This design comes from an exercise in tuning for small area, a short achievable clock period and few clock cycles on the open sky130 flow, not from production work. Function was not checked in any run shown here: the RTL went through the layout flow alone. Power and IR drop assume default switching activity.

<file path="flow/design.v">
module cc_core (
    input  wire [7:0] a,         
    input  wire [7:0] x,         
    input  wire       sub,       
    input  wire       up,        
    input  wire       tgt_op,    
    output wire [7:0] as_res,    
    output wire [7:0] step,      
    output wire       mv         
);
    wire [8:0] s = {1'b0, a} + {1'b0, x ^ {8{sub}}} + {8'd0, sub};
    assign as_res = (s[8] ^ sub) ? {8{~sub}} : s[7:0];
    wire [7:0] t = tgt_op ? x : {8{up}};
    assign mv   = up ? (a < t) : (a > t);
    assign step = mv ? (up ? a + 8'd1 : a - 8'd1) : a;
endmodule
module cc_pool #(
    parameter NCORES = 4         
) (
    input  wire                 clk,
    input  wire                 rst,
    input  wire                 cfg_target_op,
    input  wire                 cfg_palette,
    input  wire                 cfg_tie_red,
    input  wire                 cfg_rot_left,
    input  wire                 cfg_blue_arith,
    input  wire                 cfg_acc_first,
    input  wire [3:0]           cfg_arith_en,
    input  wire                 tick,
    input  wire [NCORES-1:0]    cell_valid,
    input  wire [32*NCORES-1:0] cell_data,
    input  wire [NCORES-1:0]    cell_last,
    output wire [NCORES-1:0]    cell_ready,
    output reg                  out_valid,
    output reg  [1:0]           out_core,
    output reg  [23:0]          out_rgb,
    input  wire                 out_ready,
    output wire [NCORES-1:0]    done
);
    localparam PH_ONE = 2'd0, PH_RAMP = 2'd1, PH_SET2 = 2'd2, PH_LAST = 2'd3;
    localparam PH_DLY = 2'd0, PH_WAIT = 2'd1, PH_MDQ = 2'd2, PH_FIN = 2'd3;
    localparam X_ADD = 3'd0, X_SUB = 3'd1, X_SET = 3'd2, X_ROT = 3'd3,
               X_NOP = 3'd4, X_MDR = 3'd5;
    reg       q_tgt_op, q_palette, q_tie_red, q_rot_left, q_blue_on, q_acc_first;
    reg [3:0] q_en;
    always @(posedge clk) begin
        q_tgt_op    <= cfg_target_op;
        q_palette   <= cfg_palette;
        q_tie_red   <= cfg_tie_red;
        q_rot_left  <= cfg_rot_left;
        q_blue_on   <= cfg_blue_arith & ~cfg_palette;
        q_acc_first <= cfg_acc_first;
        q_en        <= cfg_arith_en;
    end
    reg [95:0] acc;              
    reg [95:0] opd;              
    reg [3:0]  rdy;              
    reg [3:0]  nd;               
    reg [7:0]  ph;
    reg [11:0] opx;
    reg [3:0]  first, last, done_r;
    assign cell_ready = rdy;
    assign done       = done_r;
    reg  [1:0]  sel;
    reg         sel_v;
    wire        go   = ~out_valid | out_ready;
    wire        fire = sel_v & go;
    wire [23:0] eA   = acc[24*sel +: 24];
    wire [23:0] eX   = opd[24*sel +: 24];
    wire [1:0]  e_ph = ph[2*sel +: 2];
    wire [2:0]  e_ox = opx[3*sel +: 3];
    wire [23:0] as_res, step;
    wire [2:0]  mv;
    genvar l;
    generate
        for (l = 0; l < 3; l = l + 1) begin : lane
            cc_core u_lane (
                .a(eA[8*l +: 8]), .x(eX[8*l +: 8]),
                .sub(e_ox[0]), .up(e_ox[0]), .tgt_op(q_tgt_op),
                .as_res(as_res[8*l +: 8]), .step(step[8*l +: 8]), .mv(mv[l]));
        end
    endgenerate
    wire any_mv = |mv;
    wire [23:0] rot = q_rot_left ? {eA[15:0], eA[23:16]} : {eA[7:0], eA[23:8]};
    wire [23:0] cp_res;
    reg [23:0] res;
    always @(*) begin
        case (e_ph)
            PH_ONE:
                case (e_ox)
                    X_ADD, X_SUB: res = {as_res[23:8], q_blue_on ? as_res[7:0] : eA[7:0]};
                    X_SET:        res = eX;
                    X_ROT:        res = rot;
                    X_MDR:        res = cp_res;
                    default:      res = eA;
                endcase
            PH_RAMP: res = step;
            PH_SET2: res = eA;
            default: res = eX;       
        endcase
    end
    wire red_dom = (eX[23:16] > eX[15:8]) | ((eX[23:16] == eX[15:8]) & q_tie_red);
    wire [23:0] colour = ~q_palette ? res
                       : red_dom    ? {res[23:16], 16'h0000}
                                    : {8'h00, res[15:8], 8'h00};
    always @(posedge clk) begin
        if (rst)
            out_valid <= 1'b0;
        else if (go)
            out_valid <= sel_v;
        if (go) begin
            out_core <= sel;
            out_rgb  <= colour;
        end
    end
    localparam CP_IDLE = 2'd0, CP_LOAD = 2'd1, CP_RUN = 2'd2, CP_RES = 2'd3;
    reg  [1:0]  cp_st;
    reg  [1:0]  cp_id;
    reg         cp_div;
    reg  [2:0]  cp_cnt;
    reg  [23:0] cpA, cpR;
    wire [23:0] cX   = opd[24*cp_id +: 24];
    wire [23:0] cAcc = acc[24*cp_id +: 24];
    wire        cp_fin = (cp_st == CP_RUN) & (cp_cnt == 3'd7);
    assign cp_res = cpA;
    wire [23:0] cpA_step, cpR_step;
    wire [2:0]  cp_act;
    generate
        for (l = 0; l < 3; l = l + 1) begin : cplane
            wire [7:0] a = cpA[8*l +: 8];
            wire [7:0] r = cpR[8*l +: 8];
            wire [7:0] x = cX[8*l +: 8];
            wire       xb = x[cp_cnt];
            wire [8:0] t  = {r, a[7]};
            wire [9:0] op1 = cp_div ? {1'b0, t} : {2'b00, r};
            wire [9:0] op2 = cp_div ? ~{2'b00, x} : {2'b00, xb ? a : 8'h00};
            wire [9:0] s   = op1 + op2 + {9'd0, cp_div};
            wire       ge  = ~s[9];
            wire [7:0] r_n = (cp_div & ~ge) ? t[7:0] : s[7:0];
            assign cp_act[l] = (~cp_div | (|x)) & ((l != 0) | q_blue_on);
            assign cpR_step[8*l +: 8] = r_n;
            assign cpA_step[8*l +: 8] = cp_div ? {a[6:0], ge}
                                      : (cp_cnt == 3'd7) ? r_n : {a[6:0], 1'b0};
        end
    endgenerate
    wire [3:0] mdq;
    reg  [1:0] cp_pick;
    integer i, m;
    always @(*) begin
        cp_pick = 2'd0;
        for (i = 3; i >= 0; i = i - 1)
            if (mdq[i]) cp_pick = i[1:0];
    end
    always @(posedge clk) begin
        if (rst)
            cp_st <= CP_IDLE;
        else case (cp_st)
            CP_IDLE: if (|mdq) cp_st <= CP_LOAD;
            CP_LOAD: cp_st <= CP_RUN;
            CP_RUN:  if (cp_cnt == 3'd7) cp_st <= CP_RES;
            default: if (fire & (sel == cp_id)) cp_st <= CP_IDLE;
        endcase
        if (cp_st == CP_IDLE) begin
            cp_id  <= cp_pick;
            cp_div <= opx[3*cp_pick];
        end
        if (cp_st == CP_LOAD) begin
            cpA    <= cAcc;
            cpR    <= 24'd0;
            cp_cnt <= 3'd0;
        end else if (cp_st == CP_RUN) begin
            cp_cnt <= cp_cnt + 3'd1;
            for (m = 0; m < 3; m = m + 1)
                if (cp_act[m]) begin
                    cpA[8*m +: 8] <= cpA_step[8*m +: 8];
                    cpR[8*m +: 8] <= cpR_step[8*m +: 8];
                end
        end
    end
    wire [3:0] nd_d;
    genvar k;
    generate
        for (k = 0; k < 4; k = k + 1) begin : core
            wire [7:0] c_r  = cell_data[32*k+24 +: 8];
            wire [7:0] c_g  = cell_data[32*k+16 +: 8];
            wire [7:0] c_b  = cell_data[32*k+8  +: 8];
            wire [7:0] c_op = cell_data[32*k    +: 8];
            wire accept = rdy[k] & cell_valid[k];
            wire hi0    = (c_op[7:4] == 4'd0);
            wire o_dly  = (c_op == 8'd0);
            wire o_add  = (c_op == 8'd1) & q_en[0];
            wire o_sub  = (c_op == 8'd2) & q_en[1];
            wire o_mul  = (c_op == 8'd3) & q_en[2];
            wire o_div  = (c_op == 8'd4) & q_en[3];
            wire o_set  = (c_op == 8'd5);
            wire o_rot  = (c_op == 8'd6);
            wire o_drn  = (c_op == 8'd7);
            wire o_fil  = (c_op == 8'd8);
            wire [1:0] p  = ph[2*k +: 2];
            wire [6:0] dc = opd[24*k +: 7];
            wire [7:0] o_r = opd[24*k+16 +: 8];
            wire [7:0] o_g = opd[24*k+8  +: 8];
            wire [7:0] o_b = opd[24*k    +: 8];
            wire [6:0] dsum = o_r[6:0] + o_g[6:0] + o_b[6:0];
            wire in_dly  = ~rdy[k] & ~nd[k] & (p == PH_DLY);
            wire in_wait = ~rdy[k] & ~nd[k] & (p == PH_WAIT);
            wire in_fin  = ~rdy[k] & ~nd[k] & (p == PH_FIN);
            assign mdq[k] = ~rdy[k] & ~nd[k] & (p == PH_MDQ);
            wire [6:0] cnt   = in_dly ? dsum : dc;
            wire wait_end = (in_dly & (dsum == 7'd0)) |
                            ((in_dly | in_wait) & tick & (cnt == 7'd1));
            wire me      = fire & (sel == k);
            wire col_end = me & ((p == PH_LAST) | (p == PH_ONE));
            wire cell_end = col_end | wait_end;
            wire out_busy = out_valid & (out_core == k) & ~out_ready;
            reg        rdy_n, nd_n, first_n, last_n;
            reg [1:0]  ph_n;
            reg [2:0]  ox_n;
            always @(*) begin
                rdy_n = rdy[k]; nd_n = nd[k]; ph_n = p; ox_n = opx[3*k +: 3];
                first_n = first[k]; last_n = last[k];
                if (accept) begin
                    rdy_n = 1'b0; first_n = 1'b0; last_n = cell_last[k];
                    nd_n  = 1'b1; ph_n = PH_ONE; ox_n = X_NOP;
                    if (o_dly)             begin nd_n = 1'b0; ph_n = PH_DLY; end
                    else if (o_mul | o_div) begin nd_n = 1'b0; ph_n = PH_MDQ; ox_n = {2'b00, o_div}; end
                    else if (o_drn | o_fil) begin ph_n = PH_RAMP; ox_n = {2'b00, o_fil}; end
                    else if (o_add)        ox_n = X_ADD;
                    else if (o_sub)        ox_n = X_SUB;
                    else if (o_set)        ox_n = X_SET;
                    else if (o_rot)        ox_n = X_ROT;
                end else if (cell_end) begin
                    nd_n = 1'b0;
                    if (last[k]) ph_n = PH_FIN;
                    else         rdy_n = 1'b1;
                end else if (me) begin
                    if (p == PH_RAMP) begin
                        if (~any_mv) ph_n = PH_SET2;
                    end else
                        ph_n = PH_LAST;      
                end else if (in_dly) begin
                    ph_n = PH_WAIT;
                end else if (cp_fin & (cp_id == k)) begin
                    nd_n = 1'b1; ph_n = PH_ONE; ox_n = X_MDR;
                end
            end
            assign nd_d[k] = rst ? 1'b0 : nd_n;
            always @(posedge clk) begin
                if (rst) begin
                    rdy[k]    <= 1'b1;
                    nd[k]     <= 1'b0;
                    first[k]  <= 1'b1;
                    done_r[k] <= 1'b0;
                end else begin
                    rdy[k]    <= rdy_n;
                    nd[k]     <= nd_n;
                    first[k]  <= first_n;
                    done_r[k] <= done_r[k] | ((in_fin | (wait_end & last[k])) & ~out_busy);
                end
                ph[2*k +: 2]  <= ph_n;
                opx[3*k +: 3] <= ox_n;
                last[k]       <= last_n;
                if (me)
                    acc[24*k +: 24] <= res;
                else if (rdy[k] & first[k])
                    acc[24*k +: 24] <= q_acc_first ? cell_data[32*k+8 +: 24] : 24'd0;
                if (rdy[k])
                    opd[24*k +: 24] <= cell_data[32*k+8 +: 24];
                else if (in_dly | (in_wait & tick))
                    opd[24*k +: 7]  <= cnt - {6'd0, tick};
            end
        end
    endgenerate
    reg [1:0] nsel;
    reg [1:0] cand;
    integer j;
    always @(*) begin
        nsel = sel;
        for (j = 3; j >= 0; j = j - 1) begin
            cand = sel + 2'd1 + j[1:0];
            if (nd_d[cand]) nsel = cand;
        end
    end
    always @(posedge clk) begin
        sel_v <= |nd_d;
        sel   <= rst ? 2'd0 : nsel;
    end
endmodule
</file>
<file path="flow/run.sh">
#!/bin/bash
# synth_recipe.tcl (not shown) runs the flow's synth.tcl, then flattens the netlist and writes it again
# the make line also repeats each setting of config.mk as NAME=value (left out here)
make -C /OpenROAD-flow-scripts/flow DESIGN_CONFIG=/design/flow/config.mk WORK_HOME=/design/flow/orfs CLKGATE_MAP_FILE= SYNTH_SCRIPT=/design/flow/synth_recipe.tcl finish
</file>
<file path="flow/config.mk">
export PLATFORM = sky130hd
export DESIGN_NAME = cc_pool
export DESIGN_NICKNAME = cc_pool
export VERILOG_FILES = /design/flow/design.v
export SDC_FILE = /design/flow/constraint.sdc
export NUM_CORES = 4
export LEC_CHECK = 0
export CAP_MARGIN = 20
export CORE_MARGIN = 2
export CORE_UTILIZATION = 35
export SLEW_MARGIN = 20
</file>
<file path="flow/constraint.sdc">
create_clock -name core_clock -period 15.5 [get_ports {clk}]
set_input_delay 3.1000 -clock core_clock [delete_from_list [all_inputs] [get_ports {clk}]]
set_output_delay 3.1000 -clock core_clock [all_outputs]
set_load 0.01 [all_outputs]
</file>
==> impl_summary.log, run 1 <==
[metrics] outcome: complete, no violations
[metrics] met3 wirelength from detailed routing: 12100 um
[metrics] worst-case hold path end point: first[3]$_SDFFE_PP1P_
[metrics] vias in the first global route: 22300
[metrics] Finished Core Util: 40.9%
[metrics] fraction of the cycle the final worst path needs: 40.3%
[metrics] clock buffer count from CTS: 40
[metrics] combinational power share: 66.1%
[metrics] clock root buffer: clkbuf_16
[metrics] basic-gate share of the synthesized area counting and, or, nand and nor cells: 13.0%
[metrics] number of placed cells counting well taps: 3603
[metrics] final wirelength: 102000 um
[metrics] final count of negative-setup-slack endpoints: 0
[metrics] synthesized area per cell: 9.96 sq um
[metrics] Die Ht: 276 um
[metrics] post-layout min period: 6.24 ns
[metrics] leading cell type in the layout, fill and taps excluded: edfxtp_1
[metrics] proportion of power drawn by flip-flops and latches: 20.9%
[metrics] via count: 23100
[metrics] Clock Latency Late Sink: 0.59 ns
[metrics] max-slew violations: 0
[metrics] Internal Pwr Total: 3.72 mW
[metrics] final antenna diode count: 0
[metrics] RSZ-0062 raised after global routing: no
[metrics] Post-DP HPWL: 77300 um
[metrics] mapped cell area: 25800 sq um
[metrics] top area cells in the synthesized netlist: edfxtp_1 (31%), mux4_2 (9.1%), ha_1 (7.0%)
[metrics] count of nets left with antenna violations after detail routing: 0
[metrics] top metal layer carrying routed signals: met5
[metrics] xor/xnor share of the synthesized area: 3.97%
[metrics] overflow left after global routing: 0
[metrics] Maximum Capacitance Violations: 0
[metrics] maximum vdd drop: 0.0905 mV
[metrics] leading area contributor after synthesis: edfxtp_1
[metrics] largest family of logic cells by synthesized area: compound AO/OA/AOI/OAI gates
[metrics] count of flip-flops with a built-in enable after synthesis: 269
[metrics] CTS hold repair buffers: 0
[metrics] commonest cells after routing, fill and taps aside: edfxtp_1 (269), o21ai_0 (242), nor2_1 (201)
[metrics] Longest Clk Path Bufs: 3
[metrics] net switching power: 3.75 mW
[metrics] startpoint types: input port
[metrics] Yosys top cell area share: 31.3%
[metrics] largest driver fanout on the critical path: 14
[metrics] endpoint arrival time on the critical path: 6.69 ns
[metrics] met1 layer wirelength in the final routing: 39300 um
[metrics] Slew @ Worst Pin: 1.19 ns
[metrics] non-filler instance count after layout: 3675
[metrics] Post-CTS Resized: 0
[metrics] first-pass GRT wire length: 147000 um
[metrics] sequential cell area fraction in the yosys report: 35.9%
[metrics] DR DRC count: 0
[metrics] net total in the final layout: 3022
[metrics] Net Count, Synth: 2925
[metrics] Max-Slew Margin vs Limit: 20.0%
[metrics] number of vias per cell: 6.28
[metrics] count of cell types in the netlist: 85
[metrics] antenna violations before repair: 2
[metrics] share of post-route cells with drive strength above 1: 10.4%
[metrics] Reg-to-Reg End: cpA[22]$_DFFE_PP_
[metrics] # rows: 99
[metrics] worst clock skew: 0.0278 ns
[metrics] yosys synthesis warning count: 1
[metrics] signed area change from the synthesized netlist to the final layout: 15.5%
[metrics] reg-to-reg setup timing slack: 9.39 ns
[metrics] count of mapped cells out of synthesis: 2590
[metrics] type of the worst min-delay path: flop to flop
[metrics] clock sink count: 328
[metrics] Routed met2 length: 44700 um
[metrics] register bit total from synthesis: 328
[metrics] share of synthesized flip-flops with an asynchronous set or reset: 0%
[metrics] number of buffer cells added on primary ports: 184
[metrics] type of destination of the critical path: flop
[metrics] share of the synthesized area in compound gates (AO/OA/AOI/OAI): 18.7%
[metrics] CTS H-tree lvls: 2
[metrics] synthesized-area fraction occupied by adder cells: 10.3%
[metrics] final number of hold-violating endpoints: 0
[metrics] hold wc startpoint: first[3]$_SDFFE_PP1P_
[metrics] clock slew seen by the registers of the worst setup and hold paths: 0.06 ns
[metrics] floorplan die width: 276 um
[metrics] setup TNS after final layout: 0 ns
[metrics] critical path type: input port to flop
[metrics] effective utilization at floorplan: 35.4%
[metrics] initial DRC count: 2962
[metrics] share of total power consumed by net switching: 50.2%
[metrics] worst hold margin: 0.449 ns
[metrics] DR pass1 iterations: 6
[metrics] maximum number of pins on one net before global-route repair: 97
[metrics] logic depth of the worst register-to-register path: 17
[metrics] clock share of power: 13.0%
[metrics] global placer's final weighted congestion: 0.978
[metrics] Pleak: 11.1 nW
[metrics] worst flop-to-flop path startpoint: cp_id[1]$_DFFE_PP_
[metrics] routed wire length per instance: 27.7 um
[metrics] TritonCTS clock tree: done
[metrics] most used flip-flop cell after synthesis: edfxtp_1
[metrics] placeable core region: 73000 sq um
[metrics] total die area: 75900 sq um
[metrics] highest attainable clock frequency: 160 MHz
[metrics] total setup buffers inserted after CTS: 0
[metrics] mux share of post-synthesis cell area: 14.1%
[metrics] power per cell area: 251 nW/um^2
[metrics] Hold Path Stages: 1
[metrics] Critical Path RT: 15.95 ns
[metrics] number of placed I/O pins: 185
[metrics] GRT Total Usage: 26.4%
-- worst max-delay path, cell delays in order --
cell             delay [ns]
clkdlybuf4s50_1        0.92
nand4b_1               0.17
o21a_1                 0.21
a2111oi_0              0.60
and2_1                 0.22
a31oi_1                0.06
a21boi_0               0.60
nor2_1                 0.18
nor4_1                 0.47
a221oi_1               0.16
-- through the flow --
step | power, mW | worst slack [ns] | cell area (sq um)
finish | 7.47 | 9.26 | 29800
floorplan | 4.75 | 9.75 | 25800
detailed placement | 6.35 | 8.13 | 28500
global route | 7.84 | 9.10 | 29800
global placement | 6.22 | 8.35 | 28500
CTS | 7.34 | 8.75 | 29800
-- layer usage --
layer	up-vias	GRT usage, %
met4	2	13.7
met1	11400	35.2
met3	256	5.87
met5	-	0
met2	1445	40.0
li1	10000	-
-- synthesized netlist by cell type (21+ instances only) --
| cell type | instances |
|---|---|
| and3_1 | 23 |
| o21bai_1 | 26 |
| mux2_2 | 47 |
| dfxtp_1 | 59 |
| a21o_1 | 65 |
| ha_1 | 145 |
| o31ai_1 | 23 |
| nor2b_1 | 22 |
| nor3_1 | 38 |
| xnor2_1 | 63 |
| xor2_1 | 54 |
| a31oi_1 | 21 |
| o21ai_0 | 243 |
| clkbuf_1 | 120 |
| a21oi_1 | 157 |
| edfxtp_1 | 269 |
| a211oi_1 | 59 |
| nand2b_1 | 22 |
| mux2i_1 | 71 |
| mux4_2 | 104 |
| nand3_1 | 114 |
| fa_1 | 40 |
| nor2_1 | 201 |
| o22ai_1 | 36 |
| nand2_1 | 170 |
| buf_2 | 23 |
| inv_1 | 96 |
-- power by group through the flow --
stage	clock (mW)	combinational, mW	sequential, mW
6_report	0.969	4.94	1.56
3_5_place_dp	0	4.79	1.56
5_1_grt	1.01	5.25	1.58
2_1_floorplan	0	3.32	1.44
3_3_place_gp	0	4.66	1.56
4_1_cts	0.977	4.82	1.55
-- layout make-up --
type                            count  area [sq um]
Clock buffer                       47          1050
Inverter                           97           364
Multi-Input combinational cell   2001         15600
Sequential cell                   328          9270
Timing Repair Buffer              219          2120
Fill cell                        7000         43100
Clock inverter                     24           256
Tap cell                          959          1200
-- state kept, by name (all words and copies together) (netlist names), 8 cells and up --
register	flops
cpR	24
cpA	24
out_rgb	24
opd	96
acc	96
opx	12
ph	8
-- logic make-up (layout without fill, tap and decap cells) --
family          count (synthesis)  in the layout
compound gates                771            771
xor+xnor                      117            117
fa+ha+maj                     189            189
buf+inv                       261            387
flops                         328            328
mux                           226            226
simple gates                  698            698
-- worst max path at each step --
stage | end | cells past startpoint | slack, ns | from
4_1_cts | sel[1]$_SDFFE_PP0P_ | 10 | 8.75 | out_ready
3_3_place_gp | sel[1]$_SDFFE_PP0P_ | 10 | 8.35 | out_ready
2_1_floorplan | acc[24]$_DFFE_PP_ | 6 | 9.75 | out_ready
5_1_grt | acc[74]$_DFFE_PP_ | 13 | 9.10 | sel[0]$_SDFFE_PP0P_
3_5_place_dp | sel[1]$_SDFFE_PP0P_ | 10 | 8.13 | out_ready
6_report | sel[1]$_SDFFE_PP0P_ | 10 | 9.26 | tick
==> run 2: changes to the inputs <==
==> flow/flow/run.sh (new file) <==
#!/bin/bash
# Standard ORFS layout, with timing repair aimed below the clock period.
bash standard.sh SETUP_SLACK_MARGIN=11 finish > standard.log 2>&1
==> flow/standard.sh (new file) <==
#!/bin/bash
# synth_recipe.tcl (not shown) runs the flow's synth.tcl, then flattens the netlist and writes it again
# the make line also repeats each setting of config.mk as NAME=value (left out here)
make -C /OpenROAD-flow-scripts/flow DESIGN_CONFIG=/design/flow/config.mk WORK_HOME=/design/flow/orfs CLKGATE_MAP_FILE= SYNTH_SCRIPT=/design/flow/synth_recipe.tcl "${@:-finish}"
removed: flow/run.sh
==> run 2 against run 1 <==
- synthesized cell count unchanged
- highest routed layer unchanged
- wire length increased by 11%
- non-clock buffer count increased by 164
- clock-buffer cell count increased by 8
- critical endpoint is now cpA[4]$_DFFE_PP_
- utilization increased by 4.4 points
- via count increased by 8.0%
- sequential power about the same
==> impl_summary.log, run 2 <==
[metrics] Maximum Capacitance Violations: 0 (unchanged)
[metrics] # rows: 99 (unchanged)
[metrics] delay of the slowest critical-path stage: 0.55 ns (-0.37 ns)
[metrics] max-slew violations: 0 (unchanged)
[metrics] RSZ-0062 raised after global routing: yes
[metrics] DR DRC count: 0 (unchanged)
[metrics] most used flip-flop cell after synthesis: edfxtp_1
[metrics] Critical Path RT: 15.84 ns (-0.11 ns)
[metrics] count of nets left with antenna violations after detail routing: 0 (unchanged)
[metrics] worst clock skew: 0.0421 ns (+0.0143 ns)
[metrics] top area cells in the synthesized netlist: edfxtp_1 (31%), mux4_2 (9.1%), ha_1 (7.0%)
[metrics] leading area contributor after synthesis: edfxtp_1
[metrics] type of destination of the critical path: flop
[metrics] routed wire length per instance: 29.4 um (+6.3%)
[metrics] maximum number of pins on one net before global-route repair: 97 (unchanged)
[metrics] final number of hold-violating endpoints: 0 (unchanged)
[metrics] Post-DP HPWL: 78200 um (+1.2%)
[metrics] slowest stage cell on the critical path: mux4_2
[metrics] highest attainable clock frequency: 213 MHz (+33%)
[metrics] final wirelength: 113000 um (+11%)
[metrics] sequential cell area fraction in the yosys report: 35.9% (unchanged)
[metrics] top cell family by delay on the critical path: multiplexers
[metrics] ranking of synthesized cells by instance count: edfxtp_1 (269), o21ai_0 (243), nor2_1 (201), nand2_1 (170), a21oi_1 (157)
[metrics] Slew @ Worst Pin: 1.20 ns (+0.0136 ns)
[metrics] CTS H-tree lvls: 2 (unchanged)
[metrics] Pleak: 12.7 nW (+14%)
[metrics] count of flip-flops with a built-in enable after synthesis: 269 (unchanged)
[metrics] net total in the final layout: 3194 (+5.7%)
[metrics] outcome: complete, no violations
[metrics] largest driver fanout on the critical path: 7 (-7)
[metrics] setup TNS after final layout: 0 ns (unchanged)
[metrics] GRT Total Usage: 29.1% (+2.8 points)
[metrics] overflow left after global routing: 0 (unchanged)
[metrics] count of mapped cells out of synthesis: 2590 (unchanged)
[metrics] number of vias per cell: 6.47 (+3.0%)
[metrics] endpoint arrival time on the critical path: 5.03 ns (-1.66 ns)
[metrics] share of post-route cells with drive strength above 1: 22.1% (+12 points)
[metrics] leading cell type in the layout, fill and taps excluded: edfxtp_1
[metrics] placement-stage worst setup slack: 8.90 ns (+0.770 ns)
[metrics] count leader, synth: edfxtp_1
[metrics] DR pass1 iterations: 6 (unchanged)
[metrics] Most Frequent Cell on Critical Path: buf_12
[metrics] number of placed cells counting well taps: 3606 (+0.083%)
[metrics] fraction of the cycle the final worst path needs: 30.3% (-10 points)
[metrics] power per cell area: 269 nW/um^2 (+7.5%)
[metrics] share of synthesized flip-flops with an asynchronous set or reset: 0% (unchanged)
[metrics] signed area change from the synthesized netlist to the final layout: 27.9%
[metrics] Max-Slew Margin vs Limit: 19.8% (-0.18 points)
[metrics] TritonCTS clock tree: done
[metrics] vias in the first global route: 23700 (+6.4%)
[metrics] number of placed I/O pins: 185 (unchanged)
[metrics] Net Count, Synth: 2925 (unchanged)
[metrics] type of the worst min-delay path: flop to flop
[metrics] clock buffer count from CTS: 41 (+2.5%)
[metrics] ordered list of cells on the worst path: buf_12 > buf_12 > buf_16 > mux4_2 > mux4_2 > mux2i_1 > nor2_2 > buf_4 > nand2_1 > o21ai_0 > ha_1 > inv_1 > o21bai_1 > a21oi_2 > o21a_1 > nor2_4 > buf_12 > mux2i_2 > a211oi_1 > a21o_1
[metrics] first-pass GRT wire length: 161000 um (+9.8%)
[metrics] Top Registers: acc: 96 flops, opd: 96 flops
[metrics] antenna violations before repair: 4 (+2)
[metrics] minimum setup slack in the final design: 10.80 ns (+1.55 ns)
[metrics] post-layout min period: 4.70 ns (-1.55 ns)
[metrics] clock slew seen by the registers of the worst setup and hold paths: 0.06 ns (about the same)
[metrics] mapped cell area: 25800 sq um (unchanged)
[metrics] Longest Clk Path Bufs: 3 (unchanged)
[metrics] startpoint types: flop
[metrics] via count: 24900 (+8.0%)
[metrics] effective utilization at floorplan: 35.4% (unchanged)
[metrics] synthesized area per cell: 9.96 sq um (unchanged)
[metrics] clock sink count: 328 (unchanged)
[metrics] placeable core region: 73000 sq um (unchanged)
[metrics] initial DRC count: 3849 (+30%)
[metrics] buffers plus inverters on the worst setup path: 6 (+5)
[metrics] yosys synthesis warning count: 1 (unchanged)
[metrics] count of cell types in the netlist: 85 (unchanged)
[metrics] Clock Latency Late Sink: 0.61 ns (+0.02 ns)
[metrics] register bit total from synthesis: 328 (unchanged)
[metrics] floorplan die width: 276 um (unchanged)
[metrics] total die area: 75900 sq um (unchanged)
[metrics] final count of negative-setup-slack endpoints: 0 (unchanged)
[metrics] number of buffer cells added on primary ports: 184 (unchanged)
[metrics] commonest cells after routing, fill and taps aside: edfxtp_1 (269), o21ai_0 (209), nor2_1 (183)
[metrics] Yosys top cell area share: 31.3% (unchanged)
[metrics] critical path type: flop to flop
[metrics] global placer's final weighted congestion: 0.987 (+0.97%)
[metrics] total design power: 8.89 mW (+19%)
[metrics] non-filler instance count after layout: 3853 (+4.8%)
[metrics] maximum vdd drop: 0.132 mV (+46%)
[metrics] Die Ht: 276 um (unchanged)
[metrics] clock root buffer: clkbuf_16
## run 2: path summary, 6_finish.rpt
check,start,to,slack (ns),cells after the start
worst min register to register,first[1]$_SDFFE_PP1P_,first[1]$_SDFFE_PP1P_,0.45,1
worst min-delay path,first[1]$_SDFFE_PP1P_,first[1]$_SDFFE_PP1P_,0.45,1
worst max-delay path,cp_id[0]$_DFFE_PP_,cpA[4]$_DFFE_PP_,10.80,20
worst max register to register,cp_id[0]$_DFFE_PP_,cpA[4]$_DFFE_PP_,10.80,20
## run 2: cells by family after synthesis
logic type	count (synthesis)	synth area share (%)
AOI/OAI and AO/OA	771	18.7
xor gates and xnor gates	117	3.97
adders and majority gates	189	10.3
buffers and inverters	261	4.05
DFF	328	35.9
muxes	226	14.1
and+or+nand+nor	698	13.0
## run 2: area by class of cell
class,count,area (sq um)
Inverter,97,380
Sequential cell,328,9280
Clock inverter,21,289
Multi-Input combinational cell,2008,16800
Timing Repair Buffer,383,3920
Tap cell,959,1200
Antenna cell,2,5.00
Clock buffer,55,1100
Fill cell,6647,39900
## run 2: what timing repair did
| item | CTS | global route |
|---|---|---|
| hold buffers | 0 | 0 |
| cloned | 17 | 3 |
| gates resized for setup | 237 | 145 |
| pin swaps | 56 | 94 |
| endpoints found under the setup margin | 369 | 157 |
| setup buffers | 108 | 41 |
## run 2: routing by layer
layer | up-vias | part of all wire (%) | GRT usage, %
met2 | 1868 | 42 | 43.0
met4 | 2 | 7.8 | 17.8
met3 | 413 | 13 | 7.65
li1 | 10400 | - | -
met5 | - | 0.0097 | 0
met1 | 12200 | 37 | 38.2
## run 2: through the flow
step,hold slack [ns],area (sq um),util [%]
2_1_floorplan,0.426,26100,-
3_3_place_gp,0.439,28700,39.3
3_5_place_dp,0.440,28700,39.3
4_1_cts,0.453,32100,43.9
5_1_grt,0.470,33000,45.2
6_report,0.452,33000,45.2
## run 2: worst register-to-register path: cells and delay by family, from the launching register on
family                     cells  cell delay (ns)
AOI/OAI and AO/OA              6             1.02
adders and majority gates      1             0.40
buffers and inverters          6             0.83
DFF                            1             0.38
muxes                          4             1.53
and+or+nand+nor                3             0.30
## run 2: power by group
group	leakage (nW)	total, mW	internal (mW)	switching, mW
combinational	8.77	6.33	2.60	3.73
sequential	3.23	1.55	1.29	0.252
clock	0.666	1.01	0.588	0.424
total	12.7	8.89	4.48	4.41

-- afterwards: timing with drivers on the ports --
The results above use ideal ports. As a check the final layouts listed here were re-extracted and re-timed, cells and wires unchanged. Step 1 (the two cells are an assumption about what drives the block):
set clk [get_ports {clk}]
set_driving_cell -lib_cell sky130_fd_sc_hd__clkbuf_16 $clk
set_driving_cell -lib_cell sky130_fd_sc_hd__buf_2 [delete_from_list [all_inputs] $clk]
Step 2 times the ports against the registers' clock, not the clock port: input delays grow and output delays shrink by t, the midpoint of the rising clock arrivals with the driver on. Three values: no drivers, after step 1, after step 2; two values: the first two.
run | t (ns) | setup WS [ns] | clock arrival spread, ns | worst slew at a driven data input, ns
run 1 | 0.639 | 9.259 / 9.261 / 8.622 | 0.029 / 0.029 | 0.06
run 2 | 0.648 | 10.804 / 10.804 / 10.360 | 0.042 / 0.042 | 0.06
After both steps every run listed still meets setup and hold. For run 1, which loses most, drivers alone change the setup slack by +0.002 ns; drivers and shift together by -0.637 ns.
